Background: an optimization exercise with open tools, aiming at small area and a short achievable clock period. Do not read the settings as production practice. Only simulation tests tie the RTL to the original design; equivalence was not proved.

<file path="flow/config.mk">
export PLATFORM = sky130hd
export DESIGN_NAME = stepper_seq
export DESIGN_NICKNAME = stepper_seq
export VERILOG_FILES = /design/flow/design.v
export SDC_FILE = /design/flow/constraint.sdc
export NUM_CORES = 4
export LEC_CHECK = 0
export CAP_MARGIN = 20
export CORE_MARGIN = 2
export CORE_UTILIZATION = 40
export SLEW_MARGIN = 20
</file>
<file path="flow/constraint.sdc">
create_clock -name core_clock -period 65.0 [get_ports {clk}]
set_input_delay 13.0000 -clock core_clock [delete_from_list [all_inputs] [get_ports {clk}]]
set_output_delay 13.0000 -clock core_clock [all_outputs]
set_load 0.01 [all_outputs]
</file>
<file path="flow/design.v">
module stepper_channel #(
    parameter        HALF      = 1,           
    parameter        TRACK_POS = 0,           
    parameter [31:0] TIME_UNIT = 32'd1000000,
    parameter [15:0] MIN_RATE  = 16'd1,
    parameter [15:0] MAX_RATE  = 16'd1000,
    parameter [15:0] MOVE_RATE = 16'd500,
    parameter [31:0] MAX_RUN   = 32'h7fffffff
) (
    input  wire        clk,
    input  wire        rst,
    input  wire [31:0] now,
    input  wire        set_rate,       
    input  wire [31:0] rate_arg,       
    input  wire        move,           
    input  wire        move_abs,       
    input  wire [31:0] move_arg,       
    input  wire        wd_stop,        
    output reg  [2:0]  phase,
    output reg  [15:0] rate,
    output reg         energized,
    output reg         moving,
    output reg  [31:0] pos,
    output wire [3:0]  coils
);
    localparam [2:0] NPH_MAX = HALF ? 3'd7 : 3'd3;
    reg [31:0] last;
    reg [31:0] target;
    wire        arg_neg = rate_arg[31];
    wire [31:0] arg_mag = arg_neg ? (~rate_arg + 32'd1) : rate_arg;
    wire [15:0] clamp_mag = (arg_mag < {16'd0, MIN_RATE}) ? MIN_RATE :
                            (arg_mag > {16'd0, MAX_RATE}) ? MAX_RATE :
                            arg_mag[15:0];
    wire [15:0] set_rate_val = (rate_arg == 32'd0) ? 16'd0 :
                               arg_neg ? (~clamp_mag + 16'd1) : clamp_mag;
    wire signed [32:0] delta_raw = move_abs ?
        ($signed({move_arg[31], move_arg}) - $signed({pos[31], pos})) :
        $signed({move_arg[31], move_arg});
    wire signed [32:0] max_run_s = $signed({1'b0, MAX_RUN});
    wire signed [32:0] delta = (delta_raw >  max_run_s) ?  max_run_s :
                               (delta_raw < -max_run_s) ? -max_run_s :
                               delta_raw;
    wire        delta_zero = (delta == 33'sd0);
    wire        delta_neg  = delta[32];
    wire [31:0] move_target = pos + delta[31:0];
    reg [2:0]  phase_n;
    reg [15:0] rate_n;
    reg        en_n;
    reg        moving_n;
    reg [31:0] pos_n;
    reg [31:0] last_n;
    reg [31:0] target_n;
    localparam IW = $clog2(TIME_UNIT + 1);
    localparam MW = $clog2(MAX_RATE + 1);
    reg [15:0]   mag;
    reg [IW-1:0] interval;
    reg [31:0]   elapsed;
    always @(*) begin
        phase_n  = phase;
        rate_n   = rate;
        en_n     = energized;
        moving_n = moving;
        pos_n    = pos;
        last_n   = last;
        target_n = target;
        if (set_rate) begin
            rate_n   = set_rate_val;
            moving_n = 1'b0;
            if (set_rate_val == 16'd0) begin
                en_n = 1'b0;
            end else begin
                if (!en_n) last_n = now;
                en_n = 1'b1;
            end
        end else if (move && TRACK_POS) begin
            if (delta_zero) begin
                rate_n   = 16'd0;
                moving_n = 1'b0;
                en_n     = 1'b0;
            end else begin
                target_n = move_target;
                rate_n   = delta_neg ? (~MOVE_RATE + 16'd1) : MOVE_RATE;
                if (!en_n) last_n = now;
                en_n     = 1'b1;
                moving_n = 1'b1;
            end
        end
        if (wd_stop) begin
            rate_n   = 16'd0;
            moving_n = 1'b0;
            en_n     = 1'b0;
        end
        mag      = rate_n[15] ? (~rate_n + 16'd1) : rate_n;
        interval = TIME_UNIT[IW-1:0] / ((mag == 16'd0) ? {{(MW-1){1'b0}}, 1'b1} : mag[MW-1:0]);
        elapsed  = now - last_n;
        if (rate_n != 16'd0 && elapsed >= {{(32-IW){1'b0}}, interval}) begin
            if (moving_n && pos_n == target_n) begin
                rate_n   = 16'd0;
                moving_n = 1'b0;
                en_n     = 1'b0;
            end else begin
                if (rate_n[15])
                    phase_n = (phase_n == 3'd0) ? NPH_MAX : phase_n - 3'd1;
                else
                    phase_n = (phase_n == NPH_MAX) ? 3'd0 : phase_n + 3'd1;
                if (TRACK_POS)
                    pos_n = rate_n[15] ? pos_n - 32'd1 : pos_n + 32'd1;
                last_n = now;
            end
        end
    end
    always @(posedge clk) begin
        if (rst) begin
            phase     <= 3'd0;
            rate      <= 16'd0;
            energized <= 1'b0;
            moving    <= 1'b0;
            pos       <= 32'd0;
        end else begin
            phase     <= phase_n;
            rate      <= rate_n;
            energized <= en_n;
            moving    <= TRACK_POS ? moving_n : 1'b0;
            pos       <= TRACK_POS ? pos_n : 32'd0;
        end
        last   <= last_n;
        target <= target_n;
    end
    reg [3:0] pattern;
    always @(*) begin
        if (HALF) begin
            case (phase)
                3'd0: pattern = 4'h1;
                3'd1: pattern = 4'h3;
                3'd2: pattern = 4'h2;
                3'd3: pattern = 4'h6;
                3'd4: pattern = 4'h4;
                3'd5: pattern = 4'hC;
                3'd6: pattern = 4'h8;
                default: pattern = 4'h9;
            endcase
        end else begin
            case (phase[1:0])
                2'd0: pattern = 4'h1;
                2'd1: pattern = 4'h2;
                2'd2: pattern = 4'h4;
                default: pattern = 4'h8;
            endcase
        end
    end
    assign coils = energized ? pattern : 4'h0;
endmodule
module stepper_seq (
    input  wire        clk,
    input  wire        rst,           
    input  wire [31:0] now,           
    input  wire        rx_valid,      
    input  wire [7:0]  rx_byte,
    output wire [7:0]  dig,           
    output reg         ev_valid,      
    output reg  [3:0]  ev_code,       
    output reg  [2:0]  st_phase0,
    output reg  [15:0] st_rate0,
    output reg         st_en0,
    output reg         st_moving0,
    output reg  [31:0] st_pos0,
    output reg  [2:0]  st_phase1,
    output reg  [15:0] st_rate1,
    output reg         st_en1,
    output reg  [3:0]  st_preset
);
    localparam [31:0] TIMEOUT   = 32'd500000;
    localparam [31:0] JOG_STEPS = 32'd10;
    localparam [3:0] EV_WD_TIMEOUT = 4'd3;
    localparam [3:0] EV_STATUS     = 4'd4;
    reg [3:0]  preset_idx;
    reg        wd_armed;
    reg        wd_forced;
    reg [31:0] wd_last_valid;
    wire [7:0] b = rx_byte;
    wire is_fwd   = rx_valid && (b == 8'h77 || b == 8'h57);             
    wire is_rev   = rx_valid && (b == 8'h73 || b == 8'h53);             
    wire is_left  = rx_valid && (b == 8'h61 || b == 8'h41);             
    wire is_right = rx_valid && (b == 8'h64 || b == 8'h44);             
    wire is_stop  = rx_valid && (b == 8'h78 || b == 8'h58 || b == 8'h20);  
    wire is_pre   = rx_valid && (b >= 8'h31 && b <= 8'h33);             
    wire is_query = rx_valid && (b == 8'h3F);                           
    wire is_jogf  = rx_valid && (b == 8'h2B);                           
    wire is_jogr  = rx_valid && (b == 8'h2D);                           
    wire is_home  = rx_valid && (b == 8'h68 || b == 8'h48);             
    wire drive    = is_fwd | is_rev | is_left | is_right;
    wire valid_dir = drive | is_stop | is_pre | is_query | is_jogf | is_jogr | is_home;
    reg [31:0] preset_rate;
    always @(*) begin
        case (preset_idx)
            4'd0:    preset_rate = 32'd200;
            4'd1:    preset_rate = 32'd500;
            default: preset_rate = 32'd800;
        endcase
    end
    wire [31:0] neg_preset = ~preset_rate + 32'd1;
    wire [31:0] rate0_arg = (is_fwd | is_right) ? preset_rate :
                            (is_rev | is_left)  ? neg_preset  : 32'd0;
    wire [31:0] rate1_arg = (is_fwd | is_left)  ? preset_rate :
                            (is_rev | is_right) ? neg_preset  : 32'd0;
    wire set0 = drive | is_stop;
    wire set1 = drive | is_stop;
    wire        move0     = is_jogf | is_jogr | is_home;
    wire        move0_abs = is_home;
    wire [31:0] move0_arg = is_jogf ? JOG_STEPS :
                            is_jogr ? (~JOG_STEPS + 32'd1) : 32'd0;
    wire        armed_a  = wd_armed | valid_dir;
    wire        forced_a = valid_dir ? 1'b0 : wd_forced;
    wire [31:0] lastv_a  = valid_dir ? now : wd_last_valid;
    wire [31:0] wd_elapsed = now - lastv_a;
    wire        wd_trip  = armed_a && !forced_a && (wd_elapsed > TIMEOUT);
    wire [2:0]  phase0, phase1;
    wire [15:0] rate0, rate1;
    wire        en0, en1;
    wire        moving0, moving1;
    wire [31:0] pos0, pos1;
    wire [3:0]  coils0, coils1;
    stepper_channel #(.HALF(1), .TRACK_POS(1)) u_ch0 (
        .clk(clk), .rst(rst), .now(now),
        .set_rate(set0), .rate_arg(rate0_arg),
        .move(move0), .move_abs(move0_abs), .move_arg(move0_arg),
        .wd_stop(wd_trip),
        .phase(phase0), .rate(rate0), .energized(en0), .moving(moving0),
        .pos(pos0), .coils(coils0)
    );
    stepper_channel #(.HALF(0), .TRACK_POS(0)) u_ch1 (
        .clk(clk), .rst(rst), .now(now),
        .set_rate(set1), .rate_arg(rate1_arg),
        .move(1'b0), .move_abs(1'b0), .move_arg(32'd0),
        .wd_stop(wd_trip),
        .phase(phase1), .rate(rate1), .energized(en1), .moving(moving1),
        .pos(pos1), .coils(coils1)
    );
    assign dig = {coils1, coils0};
    always @(posedge clk) begin
        if (rst) begin
            preset_idx <= 4'd0;
            wd_armed   <= 1'b0;
            wd_forced  <= 1'b0;
            ev_valid   <= 1'b0;
            ev_code    <= 4'd0;
        end else begin
            if (is_pre)
                preset_idx <= {1'b0, b[2:0]} - 4'd1;
            wd_armed  <= armed_a;
            wd_forced <= forced_a | wd_trip;
            ev_valid  <= is_query | wd_trip;
            ev_code   <= is_query ? EV_STATUS : wd_trip ? EV_WD_TIMEOUT : 4'd0;
        end
        wd_last_valid <= lastv_a;
    end
    always @(posedge clk) begin
        if (!rst && is_query) begin
            st_phase0  <= phase0;
            st_rate0   <= rate0;
            st_en0     <= en0;
            st_moving0 <= moving0;
            st_pos0    <= pos0;
            st_phase1  <= phase1;
            st_rate1   <= rate1;
            st_en1     <= en1;
            st_preset  <= preset_idx;
        end
    end
endmodule
</file>
<file path="flow/run.sh">
#!/bin/bash
# synth_recipe.tcl (not shown) runs the flow's synth.tcl, then flattens the netlist and writes it again
# the make line also repeats each setting of config.mk as NAME=value (left out here)
make -C /OpenROAD-flow-scripts/flow DESIGN_CONFIG=/design/flow/config.mk WORK_HOME=/design/flow/orfs CLKGATE_MAP_FILE= SYNTH_SCRIPT=/design/flow/synth_recipe.tcl finish
</file>
==> summary.txt <==
-- through the flow --
stage          setup TNS (ns)  std cells  setup WS [ns]
4_1_cts                     0       7249        0.05227
5_1_grt                -18.75       7285        -0.2696
2_1_floorplan               0       5653          1.198
3_3_place_gp          -276.84       7169         -3.593
3_5_place_dp          -298.27       7169         -3.875
6_report                    0       7288          2.940
-- layout make-up --
class | instances | share of cell area, %
multi-input combinational | 4835 | 71.57
sequential | 287 | 13.45
timing repair buffer | 353 | 6.276
tap | 1391 | 3.592
inverter | 354 | 2.800
clock buffer | 47 | 2.030
clock inverter | 18 | 0.2712
antenna | 3 | 0.01550
-- path summary, 6_finish.rpt --
check	start	end	slack (ns)	depth (start not counted)
setup reg to reg	u_ch0.pos[1]$_SDFFE_PP0P_	u_ch0.phase[1]$_SDFFE_PP0P_	16.11	252
hold / removal	u_ch1.rate[8]$_SDFF_PP0_	st_rate1[8]$_DFFE_PP_	0.42	0
setup / recovery	rx_byte[1]	u_ch0.phase[1]$_SDFFE_PP0P_	2.94	259
hold reg to reg	u_ch1.rate[8]$_SDFF_PP0_	st_rate1[8]$_DFFE_PP_	0.42	0
-- cell usage in the layout, fill, tap and decap left out, types with 113 or more instances in the layout --
cell	instances
nor2_1	539
nand3_1	113
ha_1	507
clkdlybuf4s50_1	122
a21o_1	173
mux2i_1	140
o21a_1	127
inv_1	334
o21ai_0	386
dfxtp_1	210
a21oi_1	476
nand2_1	459
xnor2_1	255
buf_4	214
-- kinds of logic after synthesis --
| family | count (synthesis) |
|---|---|
| compound gates | 1865 |
| xor+xnor | 345 |
| simple gates | 1850 |
| mux | 240 |
| other cells | 1 |
| flops | 287 |
| fa+ha+maj | 527 |
| buf+inv | 538 |
-- registers in the layout, summed over array words and instances (netlist names), 2 cells and up --
signal,count
u_ch1.last,32
wd_last_valid,32
u_ch0.phase,3
st_phase1,3
ev_code,2
st_preset,4
u_ch0.target,32
u_ch0.rate,16
u_ch0.pos,32
u_ch1.rate,16
st_rate1,16
u_ch1.phase,3
st_phase0,3
st_rate0,16
st_pos0,32
preset_idx,4
u_ch0.last,32
-- what timing repair did --
action / 4_1_cts / 5_1_grt
gates cloned: 3 / 4
gates resized for setup: 38 / 173
hold buffers: 0 / 0
endpoints found under the setup margin: 85 / 120
pin swaps: 5 / 28
setup buffers: 12 / 32
-- synthesized netlist by cell type (all sizes together) (63+ instances only) --
cell type  instances  area, um^2
mux2i            146        1474
o21a             128       960.9
nand2b            97       606.8
nor3             122       646.9
o21ai            422        2123
edfxtp            77        2312
a21o             173        1299
dfxtp            210        4204
xnor2            256        2242
nand2            464        1747
mux2              94        1062
and2              67       419.2
nor2b             73       456.7
ha               519        6494
nand4             63       415.4
clkbuf           136       510.5
a21oi            497        2495
nor2             551        2071
inv              350        1314
xor2              89       779.5
o31ai             64       504.2
nand3            116       593.1
-- per-layer routing --
layer	GRT usage [%]	share of wire, %	vias to the layer above
met5	0	0.0092	-
met4	6.966	2.9	2
met3	2.433	5.5	241
met2	42.46	47	1227
met1	32.21	44	20270
li1	-	-	21350
-- worst max-delay path: cells and delay by family --
kind | cells | cell delay, ns
XOR/XNOR | 1 | 0.19
buffers and inverters | 23 | 3.86
AND/OR/NAND/NOR | 90 | 13.92
adder cells (fa/ha/maj) | 22 | 6.93
multiplexers | 7 | 2.20
AO/OA/AOI/OAI | 116 | 22.19
==> summary.txt <==
Die W=329.2 um; Max-Cap Viols=0; Rows=119; DRC violations left=0; vias in the first global route=39,910; Yosys cell types=128; Root Driver=clkbuf_16; ys flop type=dfxtp_1; Final Setup Violations=0; Post-Synth XOR/XNOR Area=7.145%; Syn Area/Cell=7.481 um^2; Detail Route Antenna Nets=0; crit-path max FO=18; number of detailed-route iterations in the first pass=12; Crit. End Element=register; Fin Hold WS=0.4248 ns; Clock Skews=0.02793 ns; worst rel slew slack=15.88%; GP Congestion=0.9532; Max stage delay on crit path=0.53 ns; Final min period=62.06 ns; Clk Latency, worst-skew pair=0.57 ns; CTS tree=built; Adder-Cell Fraction of Synth Area=15.73%; height of the die=329.2 um; crit-path most repeated cell=o21ai_0; status=no timing/DRC/antenna violations; placed cell areas=46,050 um^2; DR WL/cell=19.32 um; final design utilization=46.09%; Initial Util=40.23%; HPWL Detailed=107.2 mm; number of synthesized flops with an enable pin=77; clk slew on worst S/H paths=0.07 ns; first-pass GRT wire length=216.9 mm; Core Box Area=105,100 um^2; Register Area=6516 um^2; Port Buffer Count=131; gr usage total=24.52%; share of cells above drive strength 1=10.89%; DR vias/cell=5.913; htree depth=2; Synth Area in Compound Gates=29.15%; layout overhead on the synthesized area=14.56%; Post-Syn Nets=6,223; Final Hold Fails=0; Syn Std Cell Area=42,290 um^2; Num CTS Buffers=36; num ports=133; Multi-input gate area=34,670 um^2; Final #Nets=6,437; HP Class=register to register; routed wire length=140.8 mm; largest family of logic cells by synthesized area=compound AO/OA/AOI/OAI gates; FF+latch count, synth=287; Yosys Warn Count=3; total grt overflow=0; vias=43,100; Simple-Gate Fraction of Synth Area=21.68%; DRT iter0 DRCs=3,122; # fillers=10,640; Fmax achieved=0.01611 GHz; Clock Tree Buf Depth=3; Startpoint Class=input pin; fin. max-slew vios=0; final instance area=48,450 um^2; crit share post-route=95.48%; Slew @ Worst Pin=1.257 ns; ys async rst share=0%; initial antenna violation count=5; die area=108,300 um^2; Worst EP required=65.42 ns; Post-Syn Instances=5,653; pin count of the biggest net entering global routing=68; Setup CP Type=input pin to register; Seq/Total Area, Yosys=15.41%; CP max-delay cell=or4_1; clock sink count=287; mux cell area share after synthesis=5.997%; Worst EP arrival=62.48 ns

[port drivers added, routing unchanged]
No port has a modelled driver above. Below, the same layout with a new extraction and two added sets of constraints. Step 1 assumes that a clkbuf_16 drives the clock port and a buf_2 every other input. Step 2 moves the port delays by t, midway between the first and last clock arrival at a register: inputs arrive t later, outputs are due t later. That takes back most of the time a late clock gives input paths. a / b / c = ideal / step 1 / step 2; a / b = the first two.
shift t [ns]: 0.617
setup slack, ns: 2.940 / 2.917 / 2.299
worst setup path at the end: input to register
After both steps setup and hold are still met in this run. For this run, drivers alone change the setup slack by -0.023 ns; drivers and shift together by -0.641 ns.
